Background: an optimization exercise with open tools, aiming at small area, a short achievable clock period and few clock cycles per item. Do not read the settings as production practice. In this exercise RTL edits were held to simulation tests only and were not proved equivalent to the original. Power and IR drop assume default switching activity.

==> module fsk_demod, before the edit <==
module fsk_demod (
    input  wire        clk,
    input  wire        rst,           
    input  wire        start,
    input  wire [17:0] cfg_sr,
    input  wire [21:0] cfg_thresh,
    input  wire [16:0] cfg_nsamp,      
    output reg         busy,
    output reg         done,
    output wire [16:0] bitcount,
    input  wire        s_valid,
    output wire        s_ready,
    input  wire [15:0] s_cur,
    input  wire [15:0] s_del,
    output reg         w_valid,
    input  wire        w_ready,
    output wire [10:0] w_addr,
    output reg  [31:0] w_data
);
    localparam [1:0] LVL_0    = 2'd0,
                     LVL_127  = 2'd1,
                     LVL_254  = 2'd2,
                     LVL_NONE = 2'd3;
    reg         idle;         
    reg         srdy;         
    reg         nrdy;         
    reg  [17:0] sr;
    reg  [20:0] tq;           
    reg  [16:0] nrem;         
    reg         nz;           
    reg  [14:0] wc;           
    reg         iw;           
    reg  [14:0] u75;          
    reg         fwin;         
    reg  [15:0] pa, pb;       
    reg         vI, eI;       
    reg  [39:0] as, ac;       
    reg         eA;           
    reg         nw;           
    reg  [1:0]  lvlD;         
    reg         rendD;        
    reg         rnewD;        
    reg         eD;
    reg  [1:0]  prev_lvl;
    reg  [18:0] w;            
    reg  [14:0] q;            
    reg         em;           
    reg         ebit;
    reg         fin;          
    reg         fl;           
    reg  [10:0] wa;
    reg  [4:0]  wfill;        
    reg  [4:0]  nwf;          
    wire [4:0]  wf = ~nwf;
    assign s_ready  = srdy;
    assign w_addr   = wa;
    assign bitcount = {1'b0, wa, wfill};
    wire fire   = s_valid && !nrdy;
    wire n1     = (nrem == 17'd1);
    wire n2     = (nrem == 17'd2);
    wire unit1  = (sr[17:3] < 15'd250);
    wire iw_f   = (iw ? unit1 : (wc < 15'd375)) || n2;    
    wire flight = eI || eA || eD || em;
    wire rdy_f  = !n1 && !(iw_f && (iw || flight));
    wire rdy_n  = nz && !(iw && flight);
    wire [39:0] ms, mc;
    fsk_mac u_mac (
        .a(pa), .b(pb),
        .c(nw ? {19'd0, tq} : as), .d(nw ? {40{1'b1}} : ac),
        .s(ms), .t(mc)
    );
    wire [39:0] k2 = {18'd0, tq, 1'b1};                   
    wire [39:0] nk2 = ~k2;
    wire [39:0] lsn = as ^ ac ^ nk2;
    wire [39:0] lcn = {(as[38:0] & ac[38:0]) | (as[38:0] & nk2[38:0]) |
                       (ac[38:0] & nk2[38:0]), 1'b1};
    wire sgn_gt, sgn_lt;
    fsk_sign40 u_sgt (.x(as), .y(ac), .s(sgn_gt));      
    fsk_sign40 u_slt (.x(lsn), .y(lcn), .s(sgn_lt));    
    wire [1:0]  lvl   = !sgn_gt ? LVL_254 : sgn_lt ? LVL_0 : LVL_127;
    wire        first = (prev_lvl == LVL_NONE);
    wire        rend  = rendD;
    wire        rnew  = rnewD;
    wire        pend  = !w[18];                            
    wire [18:0] u300  = {1'b0, u75, 2'b00};
    wire [18:0] win   = rnew ? {2'b00, sr[17:1]} : w;
    wire [18:0] wsub  = (rnew || pend) ? ~{1'b0, sr} : 19'h7ffff;
    wire [18:0] wnext = win + u300 + wsub + 19'd1;
    wire        tie   = !sr[0] && (w == 19'd0) && !q[0];
    wire        kinc  = pend && !tie;                      
    wire take = w_valid && w_ready;
    wire emit = em && (!w_valid || w_ready);
    wire q_up = eD && (rend ? kinc : (pend && !first));
    wire [14:0] q_pm = q + (q_up ? 15'd1 : 15'h7fff);
    always @(posedge clk) begin
        pa  <= s_cur;
        pb  <= fire ? s_del : 16'd0;
        as  <= ms;
        ac  <= mc;
        lvlD  <= lvl;
        rendD <= !first && (lvl != prev_lvl);
        rnewD <= first || (lvl != prev_lvl);
        vI  <= fire;
        if (idle) begin
            sr       <= cfg_sr;
            tq       <= cfg_thresh[21:1];
            nrem     <= cfg_nsamp;
            nz       <= (cfg_nsamp != 17'd0);
            wc       <= cfg_sr[17:3];
            iw       <= (cfg_sr[17:3] < 15'd250) || (cfg_nsamp == 17'd1);
            u75      <= 15'd0;
            fwin     <= 1'b1;
            nw       <= 1'b1;
            prev_lvl <= LVL_NONE;
            q        <= 15'd0;
            fin      <= (cfg_nsamp == 17'd0);
            fl       <= 1'b0;
            wa       <= 11'd0;
            wfill    <= 5'd0;
            nwf      <= 5'h1f;
        end else begin
            if (vI) nw <= eI;
            if (fire) begin
                nrem <= nrem - 17'd1;
                nz   <= !n1;
                iw   <= iw_f;
                wc   <= iw ? sr[17:3] : wc - 15'd125;
                if (fwin) begin
                    u75 <= u75 + 15'd75;
                    if (iw) fwin <= 1'b0;
                end
            end
            if (eD) begin
                prev_lvl <= lvlD;
                w        <= wnext;
                if (q_up) q <= q_pm;
                if (rend) ebit <= (prev_lvl != LVL_0);
                if (!nz) fin <= 1'b1;
            end
            if (emit) begin
                w_data <= {ebit, w_data[31:1]};
                q      <= q_pm;
                if (!fl) begin
                    wfill <= wfill + 5'd1;
                    nwf   <= ~(wf + 5'd1);
                end
            end
            if (take && !fl) wa <= wa + 11'd1;
            if (!fl && fin && !em && !w_valid && wf != 5'd0) begin
                q    <= {10'd0, 5'd0 - wf};
                ebit <= 1'b0;
                fl   <= 1'b1;
            end
        end
        if (rst) begin
            busy    <= 1'b0;
            idle    <= 1'b1;
            srdy    <= 1'b0;
            nrdy    <= 1'b1;
            done    <= 1'b0;
            w_valid <= 1'b0;
            eI <= 1'b0; eA <= 1'b0; eD <= 1'b0;
            em      <= 1'b0;
        end else begin
            done <= 1'b0;
            eI <= fire && iw;
            eA <= eI;
            eD <= eA;
            if (idle) begin
                srdy <= start && (cfg_nsamp != 17'd0);
                nrdy <= !(start && (cfg_nsamp != 17'd0));
                if (start) begin
                    busy <= 1'b1;
                    idle <= 1'b0;
                end
            end else begin
                srdy <= fire ? rdy_f : rdy_n;
                nrdy <= !(fire ? rdy_f : rdy_n);
                if (eD && rend)
                    em <= (q != 15'd0) || kinc;
                if (emit) begin
                    if (q == 15'd1) em <= 1'b0;
                    if (fl ? (q == 15'd1) : (wf == 5'd31)) w_valid <= 1'b1;
                end
                if (take && !(emit && (fl ? (q == 15'd1) : (wf == 5'd31))))
                    w_valid <= 1'b0;
                if (fl) begin
                    if (take) begin
                        done <= 1'b1;
                        busy <= 1'b0;
                        idle <= 1'b1;
                    end
                end else if (fin && !em && !w_valid) begin
                    if (wf != 5'd0) begin
                        em <= 1'b1;
                    end else begin
                        done <= 1'b1;
                        busy <= 1'b0;
                        idle <= 1'b1;
                    end
                end
            end
        end
    end
endmodule
==> flow/config.mk <==
export PLATFORM = sky130hd
export DESIGN_NAME = fsk_demod
export DESIGN_NICKNAME = fsk_demod
export VERILOG_FILES = /design/flow/design.v
export SDC_FILE = /design/flow/constraint.sdc
export NUM_CORES = 4
export LEC_CHECK = 0
export CAP_MARGIN = 50
export CORE_MARGIN = 2
export CORE_UTILIZATION = 40
export CTS_CLUSTER_DIAMETER = 80
export CTS_CLUSTER_SIZE = 30
export SLEW_MARGIN = 70
export SYNTH_HIERARCHICAL = 1
==> flow/constraint.sdc <==
create_clock -name core_clock -period 15.0 [get_ports {clk}]
set_input_delay 3.0000 -clock core_clock [delete_from_list [all_inputs] [get_ports {clk}]]
set_output_delay 3.0000 -clock core_clock [all_outputs]
set_load 0.01 [all_outputs]
standard.sh (not shown) runs the stock make flow with config.mk's settings and CLKGATE_MAP_FILE= SYNTH_SCRIPT=/design/flow/synth_recipe.tcl, a recipe that flattens the netlist after the stock synthesis.
==> flow/flow/run.sh <==
#!/bin/bash
# The standard layout (standard.sh: ORFS synthesis through finish, unchanged),
# except that the input and output ports are buffered with plain
# sky130_fd_sc_hd__buf_2 cells instead of the default delay buffers.
# The make output of every step goes to standard_flow.log; each ORFS tool
# writes its own full log under orfs/logs/.
set -euo pipefail
export BUFFER_PORTS_ARGS="-buffer_cell sky130_fd_sc_hd__buf_2"
bash standard.sh > standard_flow.log 2>&1
Testbench counts at the start, summed over its fixed seeds: cycles 96,560, samples 95,084.
Then changed:
--- a/flow/design.v
+++ b/flow/design.v
@@ -48,11 +48,9 @@
     reg         ebit;
     reg         fin;          
     reg         fl;           
     reg  [10:0] wa;
-    reg  [4:0]  wfill;        
-    reg  [4:0]  nwf;          
-    wire [4:0]  wf = ~nwf;
+    reg  [4:0]  wfill;
     assign s_ready  = srdy;
     assign w_addr   = wa;
     assign bitcount = {1'b0, wa, wfill};
     wire fire   = s_valid && !nrdy;
@@ -116,9 +114,8 @@
             fin      <= (cfg_nsamp == 17'd0);
             fl       <= 1'b0;
             wa       <= 11'd0;
             wfill    <= 5'd0;
-            nwf      <= 5'h1f;
         end else begin
             if (vI) nw <= eI;
             if (fire) begin
                 nrem <= nrem - 17'd1;
@@ -139,16 +136,13 @@
             end
             if (emit) begin
                 w_data <= {ebit, w_data[31:1]};
                 q      <= q_pm;
-                if (!fl) begin
-                    wfill <= wfill + 5'd1;
-                    nwf   <= ~(wf + 5'd1);
-                end
+                if (!fl) wfill <= wfill + 5'd1;
             end
             if (take && !fl) wa <= wa + 11'd1;
-            if (!fl && fin && !em && !w_valid && wf != 5'd0) begin
-                q    <= {10'd0, 5'd0 - wf};
+            if (!fl && fin && !em && !w_valid && wfill != 5'd0) begin
+                q    <= {10'd0, 5'd0 - wfill};
                 ebit <= 1'b0;
                 fl   <= 1'b1;
             end
         end
@@ -179,20 +173,20 @@
                 if (eD && rend)
                     em <= (q != 15'd0) || kinc;
                 if (emit) begin
                     if (q == 15'd1) em <= 1'b0;
-                    if (fl ? (q == 15'd1) : (wf == 5'd31)) w_valid <= 1'b1;
+                    if (fl ? (q == 15'd1) : (wfill == 5'd31)) w_valid <= 1'b1;
                 end
-                if (take && !(emit && (fl ? (q == 15'd1) : (wf == 5'd31))))
+                if (take && !(emit && (fl ? (q == 15'd1) : (wfill == 5'd31))))
                     w_valid <= 1'b0;
                 if (fl) begin
                     if (take) begin
                         done <= 1'b1;
                         busy <= 1'b0;
                         idle <= 1'b1;
                     end
                 end else if (fin && !em && !w_valid) begin
-                    if (wf != 5'd0) begin
+                    if (wfill != 5'd0) begin
                         em <= 1'b1;
                     end else begin
                         done <= 1'b1;
                         busy <= 1'b0;
Power falls by 1.5%.
Global-route usage falls by 0.58 points.
Final area falls by 1.5%.
Die area falls by 0.98%.
First-iteration DRC count falls by 13%.
Core utilization falls by 0.39 points.
Testbench counts after the change, summed over its fixed seeds: cycles 96,560, samples 95,084.

-- afterwards: timing with drivers on the ports --
How much do the figures lean on ideal ports? The routed layouts below were timed once more, with nothing changed but the port constraints.
Step 1 assumes that a clkbuf_16 drives the clock port and a buf_2 every other input.
Step 2, shift: input delay + t, output delay - t, t = (earliest + latest rising clock arrival at the registers) / 2. This alone moves slack from input paths to output paths.
Slacks: ideal ports / drivers / drivers and shift; pairs: ideal ports / drivers.
run | shift t [ns] | setup WS [ns] | cell pins on the clock port's net
the first run | 0.639 | 10.789 / 10.734 / 10.293 | 1
the second run | 0.627 | 10.726 / 10.662 / 10.267 | 1
After both steps every run listed still meets setup and hold. The setup slack of the first run, which loses most, moves by -0.055 ns with the drivers and by -0.496 ns with both steps.
